This is an optimization exercise on Yosys and OpenROAD, whose aim is small area, not a production implementation. Function was checked by simulation only, so behaviour that the tests miss may differ from the original. No driver is modelled on the clock port, so clocking that relies on it looks cheaper here than on a real chip. Power is estimated from default activity; no workload was simulated.

File: flow/flow/run.sh
#!/bin/bash
set -euo pipefail
here=$(pwd)
POST_CTS_TCL=$here/flow/post_cts.tcl bash standard.sh \
  "REMOVE_ABC_BUFFERS=1" \
  "BUFFER_PORTS_ARGS=-buffer_cell sky130_fd_sc_hd__buf_1" \
  "CTS_ARGS=-sink_clustering_enable -repair_clock_nets -dont_use_dummy_load -buf_list sky130_fd_sc_hd__clkbuf_4 -root_buf sky130_fd_sc_hd__clkbuf_8 -sink_clustering_size 20 -sink_clustering_max_diameter 40" \
  finish > flow_standard.log 2>&1
File: flow/flow/post_cts.tcl
set limit 0.110
set bigger sky130_fd_sc_hd__clkbuf_8
estimate_parasitics -placement
set n 0
foreach inst [get_cells *] {
  set m [get_property $inst ref_name]
  if {![string match sky130_fd_sc_hd__clkbuf_4 $m] && ![string match sky130_fd_sc_hd__clkbuf_2 $m]} continue
  set worst 0
  foreach opin [get_pins -of_objects $inst -filter "direction == output"] {
    set net [get_nets -of_objects $opin]
    foreach p [get_pins -of_objects $net -filter "direction == input"] {
      foreach rf {rise fall} {
        set s [get_property $p slew_max_$rf]
        if {$s > $worst} {set worst $s}
      }
    }
  }
  if {$worst > $limit} {
    replace_cell $inst $bigger
    incr n
  }
}
puts "post_cts: upsized $n clock buffers to $bigger"
estimate_parasitics -placement
File: flow/standard.sh
#!/bin/bash
# synth_recipe.tcl (not shown) runs the flow's synth.tcl, then flattens the netlist and writes it again
# the make line also repeats each setting of config.mk as NAME=value (left out here)
make -C /OpenROAD-flow-scripts/flow DESIGN_CONFIG=/design/flow/config.mk WORK_HOME=/design/flow/orfs CLKGATE_MAP_FILE= SYNTH_SCRIPT=/design/flow/synth_recipe.tcl "${@:-finish}"
File: flow/config.mk
export PLATFORM = sky130hd
export DESIGN_NAME = sp_parser
export DESIGN_NICKNAME = sp_parser
export VERILOG_FILES = /design/flow/design.v
export SDC_FILE = /design/flow/constraint.sdc
export NUM_CORES = 4
export LEC_CHECK = 0
export CAP_MARGIN = 0
export CORE_MARGIN = 2
export CORE_UTILIZATION = 70
export SLEW_MARGIN = 0
File: flow/constraint.sdc
create_clock -name core_clock -period 6.0 [get_ports {clk}]
set_input_delay 1.2000 -clock core_clock [delete_from_list [all_inputs] [get_ports {clk}]]
set_output_delay 1.2000 -clock core_clock [all_outputs]
set_load 0.01 [all_outputs]
File: flow/design.v
module sp_parser (
    input  wire        clk,
    input  wire        rst,         
    input  wire        in_valid,    
    input  wire [7:0]  in_byte,
    input  wire        json_ok,     
    output wire        st_valid,    
    output wire [7:0]  status,      
    output wire        pay_valid,   
    output wire [7:0]  pay_byte,
    output wire [1:0]  msg_state,   
    output wire [1:0]  msg_tag,     
    output wire [15:0] msg_props,
    output wire [15:0] msg_cmd,
    output wire [15:0] msg_plen,
    output wire        msg_stby,
    output wire [31:0] hb_epoch,
    output wire [31:0] hb_serial,
    output wire [15:0] hb_volt,
    output wire [7:0]  hb_temp,
    output wire [7:0]  hb_mode
);
    localparam [1:0] TAG_SAR  = 2'd1;
    localparam [1:0] TAG_STBY = 2'd2;
    localparam [1:0] TAG_HB   = 2'd3;
    reg        r_st_valid;
    reg        r_pay_valid;
    reg  [7:0] r_pay_byte;
    reg        m_valid;         
    reg        m_cinv;          
    reg        ez, ex, ey;
    reg  [3:0] idx;             
    reg  [1:0] tag;             
    reg        hck_hi;          
    reg [10:0] acc;             
    reg [15:0] pck;             
    reg [15:0] props;
    reg  [7:0] sh [0:10];       
    wire       push    = in_valid;
    wire [3:0] idx_inc = {idx[3] ^ (&idx[2:0]), idx[2] ^ (&idx[1:0]), idx[1] ^ idx[0], ~idx[0]};
    wire       scan    = (idx[3:1] == 3'd0);
    wire       is_sig  = (in_byte == 8'h54);
    wire       in_pay  = (idx == 4'd12);
    wire       at_cmd  = (idx == 4'd9);
    wire       at_len  = (idx == 4'd11);
    wire       is_hb   = (tag == TAG_HB);
    wire [1:0] code    = (in_byte == 8'h03) ? TAG_SAR  :
                         (in_byte == 8'h05) ? TAG_STBY :
                         (in_byte == 8'h08) ? TAG_HB   : 2'd0;
    wire       cmd_bad = !((in_byte == 8'hFF) && (tag != 2'd0));
    wire [7:0]  acc_op  = in_pay ? 8'd1 : in_byte;
    reg  [10:0] acc_sub;
    reg  [15:0] pck_sub;
    reg         abr, pbr, azc, pzc;
    integer j;
    always @* begin
        abr = 1'b0;
        for (j = 0; j < 8; j = j + 1) begin
            acc_sub[j] = acc[j] ^ acc_op[j] ^ abr;
            abr = (~acc[j] & acc_op[j]) | (~acc[j] & abr) | (acc_op[j] & abr);
        end
        azc = 1'b1;
        for (j = 8; j < 11; j = j + 1) begin
            acc_sub[j] = acc[j] ^ (abr & azc);
            azc = azc & ~acc[j];
        end
        pbr = 1'b0;
        for (j = 0; j < 8; j = j + 1) begin
            pck_sub[j] = pck[j] ^ in_byte[j] ^ pbr;
            pbr = (~pck[j] & in_byte[j]) | (~pck[j] & pbr) | (in_byte[j] & pbr);
        end
        pzc = 1'b1;
        for (j = 8; j < 16; j = j + 1) begin
            pck_sub[j] = pck[j] ^ (pbr & pzc);
            pzc = pzc & ~pck[j];
        end
    end
    wire [15:0] len    = {in_byte, sh[0]};
    wire       len_gt  = (len[15:10] != 6'd0) ||
                         ((len[9:4] == 6'h3F) && (len[3] || (len[2] && (len[1] || len[0]))));
    wire       len_bad = (tag == TAG_STBY) ? (len != 16'd1) :
                         is_hb             ? (len != 16'd15) :
                                             len_gt;
    wire       acc_hi0 = (acc[10:4] == 7'd0);
    wire       hck_bad = (acc_sub != 11'd0);
    wire       hdr_bad = len_bad || hck_bad;
    wire       len_zero = (len == 16'd0);
    wire       done_hdr = at_len && !hdr_bad && len_zero;
    wire       done_pay = in_pay && (acc[3:0] == 4'd1) && (is_hb || acc_hi0);
    wire       done     = done_hdr || done_pay;
    wire       pck_ok   = (pck_sub == 16'd0);
    wire       sh_pay   = in_pay && ((tag == TAG_STBY) ||
                                     (is_hb && (acc[3] || acc[2])));
    wire       sh_en    = (!scan && !in_pay) || sh_pay;
    always @(posedge clk) begin
        r_pay_byte <= in_byte;
        if (rst) begin
            r_st_valid  <= 1'b0;
            r_pay_valid <= 1'b0;
            m_valid     <= 1'b0;
            m_cinv      <= 1'b0;
            ez          <= 1'b0;
            ex          <= 1'b0;
            ey          <= 1'b0;
            idx         <= 4'd0;
        end else begin
            r_st_valid  <= push;
            r_pay_valid <= push && in_pay;
            if (push) begin
                m_valid <= 1'b0;
                m_cinv  <= 1'b0;
                ez      <= 1'b0;
                ex      <= 1'b0;
                ey      <= 1'b0;
                if (scan) begin
                    if (is_sig) begin
                        idx <= idx_inc;
                    end else begin
                        idx <= 4'd0;
                        ez  <= 1'b1;
                    end
                end else if (at_cmd && cmd_bad) begin
                    idx <= 4'd0;
                    ez  <= 1'b1;
                    ey  <= 1'b1;
                end else if (at_len && hdr_bad) begin
                    idx <= 4'd0;
                    ex  <= len_bad;
                    ey  <= hck_bad;
                end else if (done) begin
                    idx <= 4'd0;
                    if (!pck_ok) begin
                        ez <= 1'b1;
                        ex <= 1'b1;
                    end else if (tag == TAG_SAR && !json_ok)
                        m_cinv <= 1'b1;
                    else
                        m_valid <= 1'b1;
                end else if (!in_pay) begin
                    idx <= idx_inc;
                end
            end
        end
    end
    integer k;
    always @(posedge clk) begin
        if (push) begin
            case (idx)
                4'd5: pck   <= {in_byte, sh[0]};
                4'd7: props <= {in_byte, sh[0]};
                4'd8: tag <= code;
                default: ;
            endcase
            if (idx == 4'd3 || at_len)
                acc <= {in_byte[2:0] | {3{in_byte[7:3] != 5'd0}}, sh[0]};
            if ((idx >= 4'd6 && idx <= 4'd10) || in_pay)
                acc <= acc_sub;
            if (in_pay)
                pck <= pck_sub;
            if (sh_en) begin
                sh[0] <= in_byte;
                for (k = 1; k < 11; k = k + 1)
                    sh[k] <= sh[k-1];
            end
            if (sh_pay)
                {acc[10:4], hck_hi} <= sh[10];
        end
    end
    wire [7:0] hb_b0 = {acc[10:4], hck_hi};
    assign st_valid  = r_st_valid;
    assign pay_valid = r_pay_valid;
    assign pay_byte  = r_pay_byte;
    assign status    = {1'b0, m_cinv, ez & ex, !ez & ey, !ez & ex,
                        ez & ey, ez & !ex & !ey, m_valid};
    assign msg_state = {m_valid | m_cinv, m_cinv};
    assign msg_tag   = m_valid ? tag : 2'd0;
    assign msg_props = props;
    assign msg_cmd   = {8'hFF, 4'h0, is_hb, tag == TAG_STBY,
                        tag == TAG_SAR, !is_hb};
    assign msg_plen  = (tag == TAG_SAR)  ? {6'd0, sh[0][1:0], sh[1]} :
                       (tag == TAG_STBY) ? 16'd1 : 16'd15;
    assign msg_stby  = (sh[0] != 8'd0);
    assign hb_epoch  = {sh[8], sh[9], sh[10], hb_b0};
    assign hb_serial = {sh[4], sh[5], sh[6], sh[7]};
    assign hb_volt   = {sh[2], sh[3]};
    assign hb_temp   = sh[1];
    assign hb_mode   = sh[0];
endmodule
==> notes.md, run 1 <==
flops & latches, synth: 153
Mapped Area: 6499 um^2
routability congestion estimate: 0.8917
vias in the first global route: 4112
Filler cells: 555
syn avg cell area: 13.68 um^2
Power per Cell Area: 229.8 nW/um^2
Die H: 100.4 um
Die X: 100.4 um
Critical Path AT: 5.76 ns
RR Endpoint: idx[3]
Pint: 1.331 mW
Final Setup Violations: 0
combinational share of power: 3.6%
worst setup path endpoint: idx[3]
status: finished clean
total detailed-routing wirelength: 14710 um
Vias/cell: 5.918
Tcrit/Tclk final: 90.55%
core box area: 9109 um^2
initial antenna violation count: 0
HP Class: reg -> reg
Reg-to-Reg Start: idx[1]
num rows: 35
largest net degree at the start of global routing: 89
number of diodes: 0
Final min period: 5.433 ns
Clock power frac: 27.7%
R2R setup slack: 0.57 ns
post-DP HPWL: 10550 um
detailed router's first-iteration violation count: 424
CP Capture Type: register
Max Fanout on Critical Path: 4
GRT Total Usage: 29.70%
Net Sw Power: 0.3352 mW
Primary FF master, synth: edfxtp_1
RSZ-0062 raised after global routing: no
IO buf count: 159
DR vias: 4403
Max-slew headroom: 29.11%
worst path required time: 6.32 ns
max-slew violations: 0
die footprint: 10070 um^2
Final ANT Viol Nets: 0
Congestion Overflow GR: 0
register area share after synthesis: 67.77%
Synth async-reset ratio: 0%
Slew @ Worst Pin: 1.063 ns
dpl cell area: 7093 um^2
I/O pin count: 179
final hold vios: 0
critical path launch point: in_byte[0]
Hold WS: 0.4290 ns
first-pass GRT wire length: 21770 um
Reg2Reg Depth: 20
share of layout cells above drive strength 1: 7.425%
Seq pwr share: 68.8%
nets: 669
number of library cell types mapped by synthesis: 54
Worst-path clk slew: 0.10 ns
clk_skew: 0.03508 ns
final core occ: 79.62%
Post-route DRC: 0
total power: 1.667 mW
critical path class: in -> reg
number of enable flip-flop cells after synthesis: 134
Worst VDD drop: 0.2237 mV
startpoint types: input port
fmax: 0.1841 GHz
TritonCTS clock tree: built
Syn Inst Count: 475
final worst slack: 0.5671 ns
Lkg Pwr: 2.522 nW
First-pass DRT Iterations: 5
Sw Share: 20.11%
FF+latch area: 4404 um^2
max cap viols: 0
area of the multi-input gates: 1784 um^2
Finished Cell Area: 7252 um^2
initial core utilization: 71.35%
number of clock sinks: 153
Place WS: 0.1864 ns
yosys warns: 2
Area Overhead vs Synth: 11.59%
worst skew pair latency: 0.41 ns
wire per inst: 19.78 um
==> area by class of cell <==
class                      instances  area share (%)
inverter                          29           1.501
clock buffer                      17           2.191
sequential                       153           60.73
multi-input combinational        267           24.60
timing repair buffer             167           9.058
tap                              111           1.915
==> flip-flops by register name, indices dropped and copies added, names as in the netlist <==
register,count
r_pay_byte,8
tag,2
sh,88
pck,16
ey,1
m_cinv,1
m_valid,1
r_st_valid,1
r_pay_valid,1
hck_hi,1
ex,1
idx,4
props,16
ez,1
acc,11
==> power by group through the flow <==
| stage | combinational (mW) | sequential, mW | clock (mW) |
|---|---|---|---|
| finish | 0.0597 | 1.15 | 0.461 |
| global route | 0.0658 | 1.15 | 0.503 |
| detailed placement | 0.0578 | 1.17 | 0 |
| global placement | 0.0558 | 1.17 | 0 |
| floorplan | 0.0303 | 1.17 | 0 |
==> worst min path at each step <==
stage                          end      from  depth (start not counted)  slack [ns]
after floorplan                 ey        ey                          2        0.45
after global placement    sh[6][7]  sh[5][7]                          0        0.43
after detailed placement  sh[6][3]  sh[5][3]                          0        0.43
after global routing      sh[6][5]  sh[5][5]                          0        0.44
final                     sh[6][7]  sh[5][7]                          0        0.43
==> cells in the final DEF (no fill, tap or decap), drive strengths merged, types with 14 or more instances in the layout <==
cell type,n
nor2,31
o21ai,23
clkbuf,17
dfxtp,19
edfxtp,134
fa,14
conb,19
inv,29
and2,15
nand2,43
buf,167
a21oi,17
==> synthesized netlist by cell type, types with 2 or more instances <==
master      n  area, um^2
conb_1      2       7.510
nand2b_1    6       37.54
nor3_1      9       45.04
nand2_1    43       161.4
inv_1      29       108.9
fa_1       14       280.3
xnor2_1     3       26.28
nor4_1      4       25.02
buf_4      31       232.7
o21ai_0    23       115.1
a211oi_2    2       25.02
a31oi_1     2       12.51
and4_2      3       30.03
xor2_1      3       26.28
buf_2       3       15.01
nand3_1     9       45.04
or2_2       2       12.51
dfxtp_1    19       380.4
clkbuf_1    9       33.78
nand4_1     5       31.28
a21o_1      3       22.52
edfxtp_1  134        4024
and2_1     14       87.58
and3_1      4       25.02
mux2_2      4       45.04
a21oi_1    16       80.08
a22o_1      2       17.52
ha_1        8       100.1
or4_1       4       30.03
nor3b_1     4       30.03
o211ai_1    3       22.52
nor2b_1     3       18.77
nand4b_1    2       17.52
nor2_1     31       116.4
o21bai_1    3       22.52
==> cell families after synthesis <==
family,count (synthesis),share of synthesized area [%]
and+or+nand+nor,149,11.74
AOI/OAI and AO/OA,66,6.854
adders and majority gates,22,5.853
xor gates and xnor gates,6,0.8088
buffers and inverters,72,6.007
other,2,0.1156
DFF,153,67.77
muxes,5,0.8471
==> metal layers <==
metal | global-route usage, % | vias up | wire length [um]
li1 | - | 1972 | -
met1 | 38.79 | 2084 | 5378
met2 | 47.29 | 310 | 7179
met3 | 9.819 | 37 | 1800
met4 | 10.64 | 0 | 354
met5 | 0 | - | 0
==> worst max-delay path, stage by stage <==
cell	delay, ns
buf_1	0.09
nand2b_1	0.16
ha_1	0.20
fa_1	0.37
inv_1	0.08
fa_1	0.17
inv_1	0.06
fa_1	0.43
fa_1	0.43
fa_1	0.42
fa_1	0.38
fa_1	0.41
ha_1	0.31
nor3b_1	0.21
and3_2	0.29
nand2_1	0.07
o311ai_1	0.26
a32o_1	0.21
==> stage by stage <==
stage          TNS [ns]  instances
2_1_floorplan    -8.210        449
3_3_place_gp          0        727
3_5_place_dp          0        727
5_1_grt               0        744
6_report              0        744
==> run 2: changes to the inputs <==
==> flow/flow/run.sh (replaced) <==
#!/bin/bash
set -euo pipefail
here=$(pwd)
POST_CTS_TCL=$here/flow/post_cts.tcl bash standard.sh \
  "REMOVE_ABC_BUFFERS=1" "SKIP_REPAIR_TIE_FANOUT=1" \
  "BUFFER_PORTS_ARGS=-buffer_cell sky130_fd_sc_hd__buf_1" \
  "CTS_ARGS=-sink_clustering_enable -repair_clock_nets -dont_use_dummy_load -buf_list sky130_fd_sc_hd__clkbuf_4 -root_buf sky130_fd_sc_hd__clkbuf_8 -sink_clustering_size 20 -sink_clustering_max_diameter 40" \
  finish > flow_standard.log 2>&1
--- a/flow/config.mk
+++ b/flow/config.mk
@@ -9,3 +9,4 @@
 export CORE_MARGIN = 2
 export CORE_UTILIZATION = 70
+export GPL_TIMING_DRIVEN = 0
 export SLEW_MARGIN = 0
==> run 2 against run 1 <==
- critical endpoint is now ex
- total power up 0.74%
- via count down 1.3%
- clock-buffer cell count unchanged
- sequential share of layout area up 0.14 points
- maximum frequency down 6.1%
- sequential cell count unchanged
==> notes.md, run 2 <==
Vias/cell: 6.012 (+1.6%)
most frequent cell after synthesis: edfxtp_1
final hold vios: 0 (unchanged)
Area Overhead vs Synth: 11.34%
Final min period: 5.787 ns (+0.3537 ns)
Max Fanout on Critical Path: 12 (+8)
number of enable flip-flop cells after synthesis: 134 (unchanged)
Max-slew headroom: 12.20% (-17 points)
largest net degree at the start of global routing: 32 (-64%)
Syn Inst Count: 475 (unchanged)
Mapped Area: 6499 um^2 (unchanged)
fmax: 0.1728 GHz (-6.1%)
Final ANT Viol Nets: 0 (unchanged)
flops & latches, synth: 153 (unchanged)
crit-path leading delay family: adder cells
syn avg cell area: 13.68 um^2 (unchanged)
Finished Cell Area: 7236 um^2 (-0.22%)
Congestion Overflow GR: 0 (unchanged)
total power: 1.679 mW (+0.74%)
startpoint types: input port
most common cell after layout, fill and taps aside: buf_1
nets: 648 (-3.1%)
initial core utilization: 71.35% (unchanged)
Buf/Inv on CP: 3 (unchanged)
max incr delay on CP: 0.45 ns (+0.02 ns)
Primary FF master, synth: edfxtp_1
I/O pin count: 179 (unchanged)
TritonCTS clock tree: built
vias in the first global route: 4103 (-0.22%)
area share of the leading cell type in the synthesized netlist: 61.92% (unchanged)
register area share after synthesis: 67.77% (unchanged)
Die X: 100.4 um (unchanged)
initial antenna violation count: 0 (unchanged)
Filler cells: 545 (-1.8%)
most area-consuming cells after synthesis: edfxtp_1, dfxtp_1, fa_1
status: finished clean
first-pass GRT wire length: 21620 um (-0.67%)
RSZ-0062 raised after global routing: no
post-DP HPWL: 10160 um (-3.7%)
Lkg Pwr: 2.466 nW (-2.2%)
number of library cell types mapped by synthesis: 54 (unchanged)
total detailed-routing wirelength: 14250 um (-3.1%)
Critical Path AT: 6.06 ns (+0.30 ns)
GRT Total Usage: 29.47% (-0.22 points)
commonest cells in the netlist: edfxtp_1, nand2_1, buf_4, nor2_1, inv_1
Die H: 100.4 um (unchanged)
biggest regs: sh x88, pck x16, props x16
First-pass DRT Iterations: 5 (unchanged)
max-slew violations: 0 (unchanged)
wire per inst: 19.71 um (-0.33%)
Critical Path Most Common Cell: fa_1
largest area contributor in the netlist: edfxtp_1
FF+latch area: 4404 um^2 (unchanged)
max cap viols: 0 (unchanged)
core box area: 9109 um^2 (unchanged)
Slew @ Worst Pin: 1.312 ns (+0.2487 ns)
worst path required time: 6.28 ns (-0.04 ns)
number of diodes: 0 (unchanged)
worst path cell trace: buf_1 -> nand2b_1 -> ha_1 -> fa_1 -> inv_1 -> fa_1 -> inv_1 -> fa_1 -> fa_1 -> fa_1 -> fa_1 -> fa_1 -> ha_1 -> xor2_1 -> nor2_1 -> and3_2 -> a32o_2 -> a21oi_2 -> a211oi_2
num rows: 35 (unchanged)
die footprint: 10070 um^2 (unchanged)
CP Capture Type: register
area of the multi-input gates: 1739 um^2 (-2.5%)
routability congestion estimate: 0.9133 (+2.4%)
worst skew pair latency: 0.42 ns (about the same)
DR vias: 4347 (-1.3%)
Tcrit/Tclk final: 96.44% (+5.9 points)
dpl cell area: 7052 um^2 (-0.58%)
Worst VDD drop: 0.1865 mV (-17%)
Worst path slowest cell: fa_1
Synth async-reset ratio: 0% (unchanged)
Post-route DRC: 0 (unchanged)
share of layout cells above drive strength 1: 7.353% (-0.072 points)
Power per Cell Area: 232.0 nW/um^2 (+0.96%)
Top reg by flops: sh
critical path class: in -> reg
HP Class: reg -> reg
detailed router's first-iteration violation count: 449 (+5.9%)
Final Setup Violations: 0 (unchanged)
most frequent cells in the layout: buf_1, edfxtp_1, nand2_1, nor2_1, inv_1
Worst-path clk slew: 0.09 ns (about the same)
number of clock sinks: 153 (unchanged)
max FFs per register: 88 (unchanged)
yosys warns: 2 (unchanged)
clk_skew: 0.02610 ns (-0.008978 ns)
setup TNS: 0 ns (unchanged)
IO buf count: 159 (unchanged)
[run 2: cell count changes in the layout (fill, tap and decap cells not counted), sizes merged]
cell	before	now
buf	167	163
conb	19	2
[run 2: layout make-up]
cell class | instances | share of cell area, %
Clock buffer | 17 | 2.283
Inverter | 29 | 1.504
Multi-Input combinational cell | 250 | 24.04
Sequential cell | 153 | 60.87
Tap cell | 111 | 1.919
Timing Repair Buffer | 163 | 9.390
[run 2: worst reg2reg max path: cells and delay by family, from the launching register on]
family,cells,cell delay (ns)
xor gates and xnor gates,1,0.20
DFF,1,0.47
adders and majority gates,10,3.39
AOI/OAI and AO/OA,3,0.52
buffers and inverters,3,0.25
and+or+nand+nor,4,0.74
[run 2: final timing paths]
| kind | slack, ns | to | cells past startpoint | from |
|---|---|---|---|---|
| min | 0.43 | sh[6][2] | 0 | sh[5][2] |
| min reg2reg | 0.43 | sh[6][2] | 0 | sh[5][2] |
| max reg2reg | 0.29 | ex | 21 | idx[1] |
| max | 0.21 | ex | 19 | in_byte[0] |
[run 2: through the flow]
stage	instances	hold slack (ns)	setup slack [ns]	utilization [%]
after detailed placement	706	0.4302	-0.1723	77.42
final	723	0.4254	0.2135	79.44
after global routing	723	0.4377	0.02028	79.44
after floorplan	432	0.4519	-0.09329	-
after global placement	702	0.4264	-2.072	76.33
[run 2: report_power, final]
group | leakage (nW) | switching (mW) | internal (mW)
logic | 1.02 | 0.0400 | 0.0182
registers | 1.36 | 0.00124 | 1.14
clock network | 0.0937 | 0.300 | 0.174
[run 2: layer usage]
| layer | vias up | routed length, um | track usage, % |
|---|---|---|---|
| met5 | - | 0 | 0 |
| met4 | 0 | 351 | 11.80 |
| met3 | 39 | 1568 | 8.496 |
| met2 | 285 | 6865 | 45.79 |
| met1 | 2077 | 5465 | 39.94 |
| li1 | 1946 | - | - |
[run 2: cell families after synthesis]
logic type | count (synthesis) | synth area share (%)
flip-flops | 153 | 67.77
AND/OR/NAND/NOR | 149 | 11.74
buffers and inverters | 72 | 6.007
AO/OA/AOI/OAI | 66 | 6.854
adder cells (fa/ha/maj) | 22 | 5.853
XOR/XNOR | 6 | 0.8088
multiplexers | 5 | 0.8471
other | 2 | 0.1156
==> run 3: changes to the inputs <==
--- a/flow/config.mk
+++ b/flow/config.mk
@@ -6,7 +6,6 @@
 export NUM_CORES = 4
 export LEC_CHECK = 0
-export CAP_MARGIN = 0
+export CAP_MARGIN = 20
 export CORE_MARGIN = 2
 export CORE_UTILIZATION = 70
-export GPL_TIMING_DRIVEN = 0
-export SLEW_MARGIN = 0
+export SLEW_MARGIN = 20
==> run 3 against run 2 <==
- largest power group unchanged
- clock-buffer cell count is the same
- still clean on timing, DRC and antenna
- combinational power grew 3.4%
- register-to-register slack gained 0.21 ns
- critical endpoint is now idx[3]
- non-clock buffer count grew 4
- final cell count grew 0.55%
- synthesized cell count is the same
==> notes.md, run 3 <==
GRT Total Usage: 29.38% (-0.093 points)
vias in the first global route: 4105 (+0.049%)
num rows: 35 (unchanged)
Hold WS: 0.4222 ns (-0.003243 ns)
R2R setup slack: 0.50 ns (+0.21 ns)
Tcrit/Tclk final: 91.74% (-4.7 points)
WHS Path Cells: 0 (unchanged)
first-pass GRT wire length: 21450 um (-0.80%)
total detailed-routing wirelength: 14400 um (+1.0%)
Mapped Area: 6499 um^2 (unchanged)
most frequent cell after synthesis: edfxtp_1
Power per Cell Area: 231.5 nW/um^2 (-0.22%)
number of library cell types mapped by synthesis: 54 (unchanged)
largest area contributor in the netlist: edfxtp_1
IO buf count: 159 (unchanged)
Worst-path clk slew: 0.10 ns (about the same)
Final min period: 5.504 ns (-0.2820 ns)
number of enable flip-flop cells after synthesis: 134 (unchanged)
routability congestion estimate: 0.8848 (-3.1%)
Die X: 100.4 um (unchanged)
fmax: 0.1817 GHz (+5.1%)
CP Capture Type: register
Final ANT Viol Nets: 0 (unchanged)
Post-route DRC: 0 (unchanged)
most common cell after layout, fill and taps aside: buf_1
Die H: 100.4 um (unchanged)
initial core utilization: 71.35% (unchanged)
First-pass DRT Iterations: 5 (unchanged)
worst path required time: 6.33 ns (+0.05 ns)
Top reg by flops: sh
post-DP HPWL: 10270 um (+1.0%)
max-slew violations: 0 (unchanged)
initial antenna violation count: 0 (unchanged)
hold path startpoint: sh[3][3]
Finished Cell Area: 7188 um^2 (-0.66%)
share of layout cells above drive strength 1: 7.630% (+0.28 points)
final core occ: 78.91% (-0.52 points)
setup TNS: 0 ns (unchanged)
Reg2Reg Depth: 20 (-4.8%)
area of the multi-input gates: 1720 um^2 (-1.1%)
RR Endpoint: idx[3]
largest family of logic cells by synthesized area: simple AND/OR/NAND/NOR gates
hold endpoint: sh[4][3]
XOR/XNOR Fraction of Synth Area: 0.8086% (unchanged)
HP Class: reg -> reg
number of diodes: 0 (unchanged)
post-synthesis compound-gate area fraction: 6.854% (unchanged)
fin cells: 727 (+0.55%)
detailed router's first-iteration violation count: 412 (-8.2%)
Vias/cell: 6.015 (about the same)
register area share after synthesis: 67.77% (unchanged)
Max-slew headroom: 28.09% (+16 points)
most frequent cells in the layout: buf_1, edfxtp_1, nand2_1, nor2_1, inv_1
Filler cells: 584 (+7.2%)
RSZ-0062 raised after global routing: no
Reg-to-Reg Start: idx[1]
largest net degree at the start of global routing: 89 (+180%)
clk_skew: 0.03438 ns (+0.008280 ns)
Primary FF master, synth: edfxtp_1
core box area: 9109 um^2 (unchanged)
max FFs per register: 88 (unchanged)
yosys warns: 2 (unchanged)
# placed instances: 710 (+0.57%)
commonest cells in the netlist: edfxtp_1, nand2_1, buf_4, nor2_1, inv_1
Critical Path AT: 5.83 ns (-0.23 ns)
biggest regs: sh x88, pck x16, props x16
Worst VDD drop: 0.1918 mV (+2.8%)
startpoint types: register
FF+latch area: 4404 um^2 (unchanged)
Lkg Pwr: 2.467 nW (about the same)
most area-consuming cells after synthesis: edfxtp_1, dfxtp_1, fa_1
flops & latches, synth: 153 (unchanged)
die footprint: 10070 um^2 (unchanged)
Final Setup Violations: 0 (unchanged)
Synth async-reset ratio: 0% (unchanged)
mux contribution to synthesized area: 0.8471% (unchanged)
DR vias: 4373 (+0.60%)
worst skew pair latency: 0.41 ns (about the same)
number of clock sinks: 153 (unchanged)
critical path class: reg -> reg
Congestion Overflow GR: 0 (unchanged)
Area Overhead vs Synth: 10.61%
I/O pin count: 179 (unchanged)
nets: 652 (+0.62%)
Synth Area in Simple Gates: 11.74% (unchanged)
TritonCTS clock tree: built
Max Fanout on Critical Path: 7 (-5)
Slew @ Worst Pin: 1.065 ns (-0.2474 ns)
area share of the leading cell type in the synthesized netlist: 61.92% (unchanged)
post-synthesis adder-cell area fraction: 5.853% (unchanged)
max cap viols: 0 (unchanged)
wire per inst: 19.80 um (+0.48%)
Syn Inst Count: 475 (unchanged)
final hold vios: 0 (unchanged)
syn avg cell area: 13.68 um^2 (unchanged)
status: finished clean
dpl cell area: 7029 um^2 (-0.32%)
run 3: cell count changes in the layout (fill, tap and decap cells not counted):
cell	delta
buf_4	+8
buf_12	-2
buf_16	-1
buf_8	-1
clkbuf_4	+1
clkbuf_8	-1
nand3_1	+1
nand3_4	-1
o221ai_1	+1
o221ai_2	-1
run 3: critical path, cell delays in order, from the launching register on:
cell      delay (ns)
dfxtp_1         0.47
inv_1           0.10
ha_1            0.25
nand3_1         0.22
nand2b_1        0.12
ha_1            0.20
fa_1            0.38
inv_1           0.09
fa_1            0.16
inv_1           0.05
fa_1            0.42
fa_1            0.44
fa_1            0.43
fa_1            0.39
fa_1            0.39
ha_1            0.30
nor3b_1         0.18
and3_2          0.28
nand2_1         0.07
o311ai_1        0.28
a32o_1          0.21
run 3: how the worst max path moves through the flow:
stage	start	to	slack, ns	depth (start not counted)
2_1_floorplan	in_valid	sh[0][0]	-0.09	2
3_3_place_gp	in_byte[0]	ex	0.33	19
3_5_place_dp	in_byte[0]	ex	0.24	19
5_1_grt	idx[1]	idx[0]	0.12	20
6_report	idx[1]	idx[3]	0.50	20
run 3: power breakdown:
part           total [mW]  switching, mW  internal [mW]
clock network       0.458          0.290          0.168
registers            1.15        0.00135           1.14
logic              0.0602         0.0407         0.0194
total                1.66          0.332           1.33
run 3: cells by family after synthesis:
kind of cell / Yosys count
adder cells (fa/ha/maj): 22
XOR/XNOR: 6
multiplexers: 5
AND/OR/NAND/NOR: 149
flip-flops: 153
buffers and inverters: 72
other: 2
AO/OA/AOI/OAI: 66
run 3: metrics by stage:
step	total power [mW]	worst slack, ns
finish	1.664	0.4955
global route	1.718	0.1215
detailed placement	1.229	0.2373
global placement	1.227	0.3303
floorplan	1.202	-0.09329
run 3: final cells by class:
class | count | area share [%]
clock buffer | 17 | 2.211
multi-input combinational | 250 | 23.93
timing repair buffer | 167 | 9.138
tap | 111 | 1.932
sequential | 153 | 61.27
inverter | 29 | 1.514
run 3: layer usage:
metal	routed length, um	up-vias	share of wire (%)	GRT usage, %
met2	6943	306	48	46.10
met5	0	-	0	0
met1	5484	2086	38	39.31
met3	1671	29	12	9.401
met4	297	0	2.1	10.43
li1	-	1952	-	-
==> run 4: changes to the inputs <==
--- a/flow/config.mk
+++ b/flow/config.mk
@@ -9,3 +9,4 @@
 export CORE_MARGIN = 2
 export CORE_UTILIZATION = 70
+export GPL_TIMING_DRIVEN = 0
 export SLEW_MARGIN = 20
==> run 4 against run 3 <==
- critical path type is now in -> reg
- via count grew 1.1%
- still clean
- core utilization increased by 1.2 points
- critical path depth shrank 1
- clock skew fell by 0.0046 ns
- highest routed layer unchanged
- worst setup slack worse by 0.29 ns
- sequential cell count unchanged
- final cell count unchanged
- clock power up 6.3%
- critical endpoint is now ex
==> notes.md, run 4 <==
Worst-path clk slew: 0.09 ns (about the same)
First-pass DRT Iterations: 6 (+1)
setup TNS: 0 ns (unchanged)
Congestion Overflow GR: 0 (unchanged)
number of diodes: 0 (unchanged)
routability congestion estimate: 0.9133 (+3.2%)
Final min period: 5.796 ns (+0.2913 ns)
max FFs per register: 88 (unchanged)
initial core utilization: 71.35% (unchanged)
Die X: 100.4 um (unchanged)
total power: 1.691 mW (+1.6%)
wire per inst: 20.51 um (+3.6%)
nets: 652 (unchanged)
most common cell after layout, fill and taps aside: buf_1
syn avg cell area: 13.68 um^2 (unchanged)
Post-route DRC: 0 (unchanged)
Top reg by flops: sh
RR Endpoint: ex
worst setup path endpoint: ex
most frequent cell after synthesis: edfxtp_1
biggest regs: sh x88, pck x16, props x16
Reg2Reg Depth: 21 (+5.0%)
DR top layer: met4
R2R setup slack: 0.30 ns (-0.20 ns)
DR vias: 4420 (+1.1%)
CP Capture Type: register
num rows: 35 (unchanged)
Max-slew headroom: 33.68% (+5.6 points)
RSZ-0062 raised after global routing: no
critical path class: in -> reg
WL met3: 1673 um (+0.12%)
flops & latches, synth: 153 (unchanged)
fmax: 0.1725 GHz (-5.0%)
Max Fanout on Critical Path: 12 (+5)
I/O pin count: 179 (unchanged)
Final ANT Viol Nets: 0 (unchanged)
Worst VDD drop: 0.1769 mV (-7.8%)
Hold WS: 0.4306 ns (+0.008399 ns)
worst skew pair latency: 0.42 ns (about the same)
Area Overhead vs Synth: 12.32%
GRT Total Usage: 30.12% (+0.75 points)
total detailed-routing wirelength: 14910 um (+3.6%)
core box area: 9109 um^2 (unchanged)
Tcrit/Tclk final: 96.60% (+4.9 points)
clk_skew: 0.02979 ns (-0.004588 ns)
number of library cell types mapped by synthesis: 54 (unchanged)
fin cells: 727 (unchanged)
wl on met1: 5598 um (+2.1%)
area share of the leading cell type in the synthesized netlist: 61.92% (unchanged)
most area-consuming cells after synthesis: edfxtp_1, dfxtp_1, fa_1
max cap viols: 0 (unchanged)
register area share after synthesis: 67.77% (unchanged)
Vias/cell: 6.080 (+1.1%)
TritonCTS clock tree: built
yosys warns: 2 (unchanged)
initial antenna violation count: 0 (unchanged)
Synth async-reset ratio: 0% (unchanged)
Mapped Area: 6499 um^2 (unchanged)
# placed instances: 709 (-0.14%)
Critical Path AT: 6.07 ns (+0.24 ns)
max-slew violations: 0 (unchanged)
post-DP HPWL: 10500 um (+2.3%)
Final Setup Violations: 0 (unchanged)
Die H: 100.4 um (unchanged)
die footprint: 10070 um^2 (unchanged)
status: finished clean
share of layout cells above drive strength 1: 8.117% (+0.49 points)
detailed router's first-iteration violation count: 560 (+36%)
commonest cells in the netlist: edfxtp_1, nand2_1, buf_4, nor2_1, inv_1
met2 wire len: 7356 um (+5.9%)
most frequent cells in the layout: buf_1, edfxtp_1, nand2_1, nor2_1, inv_1
first-pass GRT wire length: 22310 um (+4.0%)
IO buf count: 159 (unchanged)
number of enable flip-flop cells after synthesis: 134 (unchanged)
number of clock sinks: 153 (unchanged)
Syn Inst Count: 475 (unchanged)
largest area contributor in the netlist: edfxtp_1
largest net degree at the start of global routing: 29 (-67%)
Slew @ Worst Pin: 0.9820 ns (-0.08264 ns)
vias in the first global route: 4164 (+1.4%)
Primary FF master, synth: edfxtp_1
Lkg Pwr: 2.493 nW (+1.0%)
Filler cells: 531 (-9.1%)
worst path required time: 6.28 ns (-0.05 ns)
critical path launch point: in_byte[0]
final hold vios: 0 (unchanged)
Reg-to-Reg Start: idx[1]
startpoint types: input port
HP Class: reg -> reg
Power per Cell Area: 231.7 nW/um^2 (about the same)
## run 4: cells by family after synthesis
family | count (synthesis) | share of synthesized area (%)
mux | 5 | 0.8471
buf+inv | 72 | 6.007
compound gates | 66 | 6.854
fa+ha+maj | 22 | 5.853
simple gates | 149 | 11.74
other cells | 2 | 0.1156
flops | 153 | 67.77
xor+xnor | 6 | 0.8088
## run 4: cell type report
cell class | count | area, um^2 | area share, %
tap | 111 | 138.9 | 1.903
multi-input combinational | 251 | 1752 | 24.00
sequential | 153 | 4404 | 60.34
inverter | 29 | 108.9 | 1.491
timing repair buffer | 166 | 724.4 | 9.925
clock buffer | 17 | 171.4 | 2.348
## run 4: worst min path at each step
stage          startpoint  endpoint  slack [ns]  depth (start not counted)
3_5_place_dp    sh[10][0]    hck_hi        0.43                          0
2_1_floorplan          ey        ey        0.45                          2
6_report         sh[6][2]  sh[7][2]        0.43                          0
5_1_grt          sh[4][4]  sh[5][4]        0.45                          0
3_3_place_gp     sh[4][7]  sh[5][7]        0.43                          0
## run 4: report_power, final
group | total, mW | internal, mW | leakage, nW | switching [mW]
clock network | 0.487 | 0.182 | 0.0963 | 0.305
logic | 0.0590 | 0.0183 | 1.04 | 0.0407
registers | 1.15 | 1.14 | 1.36 | 0.00119
total | 1.69 | 1.34 | 2.49 | 0.347
## run 4: critical path, stage by stage
cell and delay, ns:
buf_1 0.26, nand2b_1 0.29, ha_1 0.22, fa_1 0.36, inv_1 0.08, fa_1 0.17, inv_1 0.05, fa_1 0.45
fa_1 0.46, fa_1 0.42, fa_1 0.41, fa_1 0.41, ha_1 0.22, xor2_1 0.21, nor2_1 0.07, and3_2 0.24
a32o_2 0.31, a21oi_2 0.16, a211oi_2 0.06
## run 4: stage by stage
stage,instance area [um^2],util (%),setup WS [ns]
global placement,6953,76.33,-2.072
detailed placement,7106,78.01,-0.2066
global route,7300,80.14,0.01682
finish,7300,80.14,0.2042
floorplan,6217,-,-0.09329
## run 4: metal layers
metal	up-vias	track usage, %
met5	-	0
met4	0	9.905
met3	38	7.591
met2	298	48.99
met1	2131	40.48
li1	1953	-
==> run 5: changes to the inputs <==
--- a/flow/config.mk
+++ b/flow/config.mk
@@ -9,4 +9,3 @@
 export CORE_MARGIN = 2
 export CORE_UTILIZATION = 70
-export GPL_TIMING_DRIVEN = 0
 export SLEW_MARGIN = 20
==> run 5 against run 4 <==
- synthesized cell count unchanged
- combinational power is 2% higher
- area after synthesis unchanged
- sequential power barely moved
- worst setup slack improved by 0.29 ns
- global-route usage fell by 0.75 points
- critical path type is now reg -> reg
- sequential share of layout area up 0.93 points
- register-to-register slack better by 0.20 ns
- largest power group unchanged
- worst hold slack got worse by 0.0084 ns
==> notes.md, run 5 <==
initial core utilization: 71.35% (unchanged)
Final min period: 5.504 ns (-0.2913 ns)
biggest regs: sh x88, pck x16, props x16
RR Endpoint: idx[3]
Filler cells: 584 (+10%)
dpl cell area: 7029 um^2 (-1.1%)
worst skew pair latency: 0.41 ns (about the same)
worst path required time: 6.33 ns (+0.05 ns)
Place WS: 0.2373 ns (+0.4439 ns)
largest net degree at the start of global routing: 89 (+210%)
most area-consuming cells after synthesis: edfxtp_1, dfxtp_1, fa_1
Lkg Pwr: 2.467 nW (-1.0%)
area share of the leading cell type in the synthesized netlist: 61.92% (unchanged)
Seq pwr share: 68.9% (+1.2 points)
detailed router's first-iteration violation count: 412 (-26%)
num rows: 35 (unchanged)
DR vias: 4373 (-1.1%)
FF+latch area: 4404 um^2 (unchanged)
commonest cells in the netlist: edfxtp_1, nand2_1, buf_4, nor2_1, inv_1
max-slew violations: 0 (unchanged)
register area share after synthesis: 67.77% (unchanged)
WHS Path Cells: 0 (unchanged)
TritonCTS clock tree: built
RSZ-0062 raised after global routing: no
Worst VDD drop: 0.1918 mV (+8.4%)
HP Class: reg -> reg
Synth async-reset ratio: 0% (unchanged)
number of clock sinks: 153 (unchanged)
Die H: 100.4 um (unchanged)
most common cell after layout, fill and taps aside: buf_1
Critical Path AT: 5.83 ns (-0.24 ns)
Congestion Overflow GR: 0 (unchanged)
Syn Inst Count: 475 (unchanged)
Slew @ Worst Pin: 1.065 ns (+0.08264 ns)
syn avg cell area: 13.68 um^2 (unchanged)
status: finished clean
Reg-to-Reg Start: idx[1]
die footprint: 10070 um^2 (unchanged)
R2R setup slack: 0.50 ns (+0.20 ns)
final hold vios: 0 (unchanged)
First-pass DRT Iterations: 5 (-1)
Final Setup Violations: 0 (unchanged)
most frequent cell after synthesis: edfxtp_1
flops & latches, synth: 153 (unchanged)
startpoint types: register
Pint: 1.332 mW (-0.95%)
hold endpoint: sh[4][3]
Clock power frac: 27.5% (-1.3 points)
wire per inst: 19.80 um (-3.4%)
Power per Cell Area: 231.5 nW/um^2 (about the same)
critical path class: reg -> reg
number of library cell types mapped by synthesis: 54 (unchanged)
clk_skew: 0.03438 ns (+0.004588 ns)
largest area contributor in the netlist: edfxtp_1
fin cells: 727 (unchanged)
Area Overhead vs Synth: 10.61%
yosys warns: 2 (unchanged)
Tcrit/Tclk final: 91.74% (-4.9 points)
number of enable flip-flop cells after synthesis: 134 (unchanged)
vias in the first global route: 4105 (-1.4%)
final core occ: 78.91% (-1.2 points)
Die X: 100.4 um (unchanged)
GRT Total Usage: 29.38% (-0.75 points)
Final ANT Viol Nets: 0 (unchanged)
max cap viols: 0 (unchanged)
Sw Share: 19.97% (-0.53 points)
Vias/cell: 6.015 (-1.1%)
most frequent cells in the layout: buf_1, edfxtp_1, nand2_1, nor2_1, inv_1
number of diodes: 0 (unchanged)
Post-route DRC: 0 (unchanged)
# placed instances: 710 (+0.14%)
I/O pin count: 179 (unchanged)
max FFs per register: 88 (unchanged)
routability congestion estimate: 0.8848 (-3.1%)
total detailed-routing wirelength: 14400 um (-3.4%)
Worst-path clk slew: 0.10 ns (about the same)
share of layout cells above drive strength 1: 7.630% (-0.49 points)
Primary FF master, synth: edfxtp_1
hold path startpoint: sh[3][3]
initial antenna violation count: 0 (unchanged)
Mapped Area: 6499 um^2 (unchanged)
Max-slew headroom: 28.09% (-5.6 points)
CP Capture Type: register
Net Sw Power: 0.3324 mW (-4.2%)
IO buf count: 159 (unchanged)
core box area: 9109 um^2 (unchanged)
Max Fanout on Critical Path: 7 (-5)
post-DP HPWL: 10270 um (-2.2%)
nets: 652 (unchanged)
combinational share of power: 3.6% (about the same)
Reg2Reg Depth: 20 (-4.8%)
Finished Cell Area: 7188 um^2 (-1.5%)
Top reg by flops: sh
final worst slack: 0.4955 ns (+0.2913 ns)
first-pass GRT wire length: 21450 um (-3.9%)
fmax: 0.1817 GHz (+5.3%)
area of the multi-input gates: 1720 um^2 (-1.8%)
run 5: cell counts after synthesis:
No cell type changed its count.
run 5: metal layers:
| metal | track usage [%] | vias up | part of all wire [%] | wire [um] |
|---|---|---|---|---|
| met3 | 9.401 | 29 | 12 | 1671 |
| met4 | 10.43 | 0 | 2.1 | 297 |
| li1 | - | 1952 | - | - |
| met5 | 0 | - | 0 | 0 |
| met2 | 46.10 | 306 | 48 | 6943 |
| met1 | 39.31 | 2086 | 38 | 5484 |
run 5: stage by stage:
step	hold slack [ns]	total power, mW	TNS (ns)
global route	0.4420	1.718	0
finish	0.4222	1.664	0
detailed placement	0.4318	1.229	0
global placement	0.4261	1.227	0
floorplan	0.4519	1.202	-8.210
run 5: layout make-up:
| type | count | area share (%) |
|---|---|---|
| sequential | 153 | 61.27 |
| multi-input combinational | 250 | 23.93 |
| timing repair buffer | 167 | 9.138 |
| clock buffer | 17 | 2.211 |
| tap | 111 | 1.932 |
| inverter | 29 | 1.514 |
run 5: power by group through the flow:
stage	Sequential (mW)	Combinational, mW	Clock (mW)
after floorplan	1.17	0.0303	0
after global placement	1.17	0.0563	0
after detailed placement	1.17	0.0584	0
after global routing	1.15	0.0663	0.505
final	1.15	0.0602	0.458
run 5: worst max-delay path, cell delays in order (launching register included):
cell	delay, ns
dfxtp_1	0.47
inv_1	0.10
ha_1	0.25
nand3_1	0.22
nand2b_1	0.12
ha_1	0.20
fa_1	0.38
inv_1	0.09
fa_1	0.16
inv_1	0.05
fa_1	0.42
fa_1	0.44
fa_1	0.43
fa_1	0.39
fa_1	0.39
ha_1	0.30
nor3b_1	0.18
and3_2	0.28
nand2_1	0.07
o311ai_1	0.28
a32o_1	0.21
run 5: worst max-delay path by stage:
stage / start / endpoint
finish: idx[1] / idx[3]
global route: idx[1] / idx[0]
detailed placement: in_byte[0] / ex
global placement: in_byte[0] / ex
floorplan: in_valid / sh[0][0]
run 5: kinds of logic (layout without fill, tap and decap cells):
kind of cell | count (synthesis) | after routing | share of synthesized area, %
DFF | 153 | 153 | 67.77
and+or+nand+nor | 149 | 149 | 11.74
buffers and inverters | 72 | 213 | 6.007
AOI/OAI and AO/OA | 66 | 66 | 6.854
adders and majority gates | 22 | 22 | 5.853
xor gates and xnor gates | 6 | 6 | 0.8088
muxes | 5 | 5 | 0.8471
other | 2 | 2 | 0.1156
==> run 6: changes to the inputs <==
==> flow/flow/run.sh (replaced) <==
#!/bin/bash
set -euo pipefail
here=$(pwd)
PRE_GLOBAL_PLACE_TCL=$here/flow/pre_gpl.tcl POST_CTS_TCL=$here/flow/post_cts.tcl bash standard.sh \
  "REMOVE_ABC_BUFFERS=1" "SKIP_REPAIR_TIE_FANOUT=1" \
  "BUFFER_PORTS_ARGS=-outputs -buffer_cell sky130_fd_sc_hd__buf_1" \
  "CTS_ARGS=-sink_clustering_enable -repair_clock_nets -dont_use_dummy_load -buf_list sky130_fd_sc_hd__clkbuf_4 -root_buf sky130_fd_sc_hd__clkbuf_8 -sink_clustering_size 20 -sink_clustering_max_diameter 40" \
  finish > flow_standard.log 2>&1
==> flow/flow/pre_gpl.tcl (new file) <==
# Before global placement: buffer the input ports with a mid-size buffer
# (they drive many loads), kept through the buffer removal that follows;
# the output ports are buffered by the flow itself.
buffer_ports -inputs -buffer_cell sky130_fd_sc_hd__buf_4
foreach inst [get_cells input*] { set_dont_touch $inst }
==> run 6 against run 5 <==
- final cell count down 0.28%
- global-route usage down 0.62 points
- sequential cell count unchanged
- worst setup slack worse by 0.0083 ns
- synthesized cell count unchanged
- clock-buffer cell count unchanged
- area after synthesis unchanged
- worst hold slack better by 0.0087 ns
- wire length down 2.4%
- critical endpoint is now ex
- largest cell class unchanged
==> notes.md, run 6 <==
num rows: 35 (unchanged)
RSZ-0062 raised after global routing: no
Worst path slowest cell: fa_1
Primary FF master, synth: edfxtp_1
detailed router's first-iteration violation count: 405 (-1.7%)
flops & latches, synth: 153 (unchanged)
syn avg cell area: 13.68 um^2 (unchanged)
Reg-to-Reg Start: idx[1]
Max Fanout on Critical Path: 14 (+7)
Worst VDD drop: 0.1888 mV (-1.6%)
Vias/cell: 5.876 (-2.3%)
initial antenna violation count: 0 (unchanged)
post-DP HPWL: 10090 um (-1.7%)
status: finished clean
Top reg by flops: sh
commonest cells in the netlist: edfxtp_1, nand2_1, buf_4, nor2_1, inv_1
Filler cells: 549 (-6.0%)
most area-consuming cells after synthesis: edfxtp_1, dfxtp_1, fa_1
most common cell after layout, fill and taps aside: buf_1
Critical Path Most Common Cell: fa_1
largest net degree at the start of global routing: 89 (unchanged)
post-synthesis adder-cell area fraction: 5.853% (unchanged)
Mapped Area: 6499 um^2 (unchanged)
most frequent cells in the layout: buf_1, edfxtp_1, nand2_1, nor2_1, inv_1
Critical Path AT: 5.83 ns (about the same)
final hold vios: 0 (unchanged)
startpoint types: register
Tcrit/Tclk final: 91.88% (+0.14 points)
crit-path leading delay family: adder cells
Power per Cell Area: 230.5 nW/um^2 (-0.43%)
routability congestion estimate: 0.8968 (+1.4%)
Max-slew headroom: 27.66% (-0.43 points)
worst skew pair latency: 0.41 ns (about the same)
max incr delay on CP: 0.44 ns (-0.03 ns)
CP Capture Type: register
die footprint: 10070 um^2 (unchanged)
most frequent cell after synthesis: edfxtp_1
Congestion Overflow GR: 0 (unchanged)
Final Setup Violations: 0 (unchanged)
critical path class: reg -> reg
biggest regs: sh x88, pck x16, props x16
setup TNS: 0 ns (unchanged)
number of clock sinks: 153 (unchanged)
number of library cell types mapped by synthesis: 54 (unchanged)
first-pass GRT wire length: 21290 um (-0.77%)
HP Class: reg -> reg
vias in the first global route: 4067 (-0.93%)
Post-route DRC: 0 (unchanged)
TritonCTS clock tree: built
clk_skew: 0.03003 ns (-0.004356 ns)
nets: 650 (-0.31%)
Syn Inst Count: 475 (unchanged)
number of enable flip-flop cells after synthesis: 134 (unchanged)
wire per inst: 19.39 um (-2.1%)
Die H: 100.4 um (unchanged)
Slew @ Worst Pin: 1.071 ns (+0.006361 ns)
Buf/Inv on CP: 4 (+1)
total detailed-routing wirelength: 14060 um (-2.4%)
Final ANT Viol Nets: 0 (unchanged)
Final min period: 5.513 ns (+0.008279 ns)
largest family of logic cells by synthesized area: simple AND/OR/NAND/NOR gates
GRT Total Usage: 28.76% (-0.62 points)
Worst-path clk slew: 0.09 ns (about the same)
area share of the leading cell type in the synthesized netlist: 61.92% (unchanged)
largest area contributor in the netlist: edfxtp_1
XOR/XNOR Fraction of Synth Area: 0.8086% (unchanged)
IO buf count: 159 (unchanged)
post-synthesis compound-gate area fraction: 6.854% (unchanged)
critical path launch point: idx[1]
initial core utilization: 71.35% (unchanged)
worst path cell trace: inv_1 -> ha_1 -> nand3_1 -> buf_4 -> and2_1 -> fa_1 -> inv_1 -> fa_1 -> inv_1 -> fa_1 -> fa_1 -> fa_1 -> fa_1 -> fa_1 -> ha_1 -> nor3b_1 -> and3_2 -> a32o_2 -> a21oi_2 -> a211oi_2
Die X: 100.4 um (unchanged)
max-slew violations: 0 (unchanged)
mux contribution to synthesized area: 0.8471% (unchanged)
Synth async-reset ratio: 0% (unchanged)
register area share after synthesis: 67.77% (unchanged)
worst path required time: 6.31 ns (-0.02 ns)
total power: 1.663 mW (about the same)
DR vias: 4260 (-2.6%)
Synth Area in Simple Gates: 11.74% (unchanged)
fmax: 0.1814 GHz (-0.15%)
First-pass DRT Iterations: 5 (unchanged)
max FFs per register: 88 (unchanged)
yosys warns: 2 (unchanged)
max cap viols: 0 (unchanged)
core box area: 9109 um^2 (unchanged)
Area Overhead vs Synth: 11.01%
number of diodes: 0 (unchanged)
I/O pin count: 179 (unchanged)
share of layout cells above drive strength 1: 9.121% (+1.5 points)
hold path startpoint: sh[4][3]
Lkg Pwr: 2.497 nW (+1.2%)
run 6: cell count changes in the layout (fill, tap and decap cells not counted), sizes merged:
cell,previous run,this run
buf,167,165
run 6: per-layer routing:
metal	share of wire (%)	GRT usage, %	up-vias	wire, um
met5	0	0	-	0
met3	11	9.540	22	1579
met2	49	46.46	249	6876
met4	1.4	9.273	0	199
met1	38	37.38	2033	5400
li1	-	-	1956	-
run 6: cell type report:
type,count,area (um^2),share of cell area (%)
repair buffers,165,683.2,9.469
flip-flops and latches,153,4404,61.05
well taps,111,138.9,1.925
multi-input cells,250,1720,23.85
clock buffers,17,158.9,2.203
inverters,29,108.9,1.509
run 6: worst paths after layout:
| path | endpoint | slack, ns | cells after the start |
|---|---|---|---|
| worst min-delay path | sh[5][3] | 0.43 | 0 |
| worst min register to register | sh[5][3] | 0.43 | 0 |
| worst max-delay path | ex | 0.49 | 20 |
| worst max register to register | ex | 0.49 | 20 |
run 6: logic make-up after synthesis:
kind of cell,after synthesis
flip-flops,153
buffers and inverters,72
multiplexers,5
AND/OR/NAND/NOR,149
other,2
XOR/XNOR,6
adder cells (fa/ha/maj),22
AO/OA/AOI/OAI,66
run 6: where the power goes:
group | switching [mW] | internal [mW]
clock network | 0.289 | 0.168
registers | 0.00151 | 1.14
logic | 0.0390 | 0.0214
total | 0.329 | 1.33
run 6: metrics by stage:
| step | instances | utilization (%) | setup slack (ns) | area [um^2] | hold WS, ns |
|---|---|---|---|---|---|
| global placement | 708 | 77.46 | 0.2910 | 7056 | 0.4259 |
| detailed placement | 708 | 77.46 | 0.1542 | 7056 | 0.4302 |
| floorplan | 432 | - | -0.09329 | 6217 | 0.4519 |
| global route | 725 | 79.20 | 0.1991 | 7214 | 0.4394 |
| finish | 725 | 79.20 | 0.4872 | 7214 | 0.4309 |

-- separate check: timing with driven ports --
In the flow no input, the clock included, has a driving cell. The finished layouts below were timed again as built, in two steps.
Step 1 (the two cells are an assumption about what drives the block):
set clk [get_ports {clk}]
set_driving_cell -lib_cell sky130_fd_sc_hd__clkbuf_16 $clk
set_driving_cell -lib_cell sky130_fd_sc_hd__buf_2 [delete_from_list [all_inputs] $clk]
Step 2 times the ports against the registers' clock, not the clock port: input delays grow and output delays shrink by t, the midpoint of the rising clock arrivals with the driver on.
a / b / c = no drivers / after step 1 / after step 2; a / b = the first two.
run | shift t [ns] | slack for setup (ns) | hold WS [ns]
run 1 | 0.426 | 0.567 / 0.571 / 0.154 | 0.429 / 0.429 / 0.429
run 2 | 0.440 | 0.213 / 0.228 / -0.212 | 0.425 / 0.425 / 0.425
run 3 | 0.428 | 0.496 / 0.496 / 0.172 | 0.422 / 0.422 / 0.422
run 4 | 0.440 | 0.204 / 0.220 / -0.220 | 0.431 / 0.431 / 0.431
run 5 | 0.428 | 0.496 / 0.496 / 0.172 | 0.422 / 0.422 / 0.422
run 6 | 0.423 | 0.487 / 0.487 / 0.089 | 0.431 / 0.431 / 0.431
Met with ideal ports but missed after step 2: setup timing in run 2 and run 4. The setup slack of run 2, which loses most, moves by +0.015 ns with the drivers and by -0.425 ns with both steps.
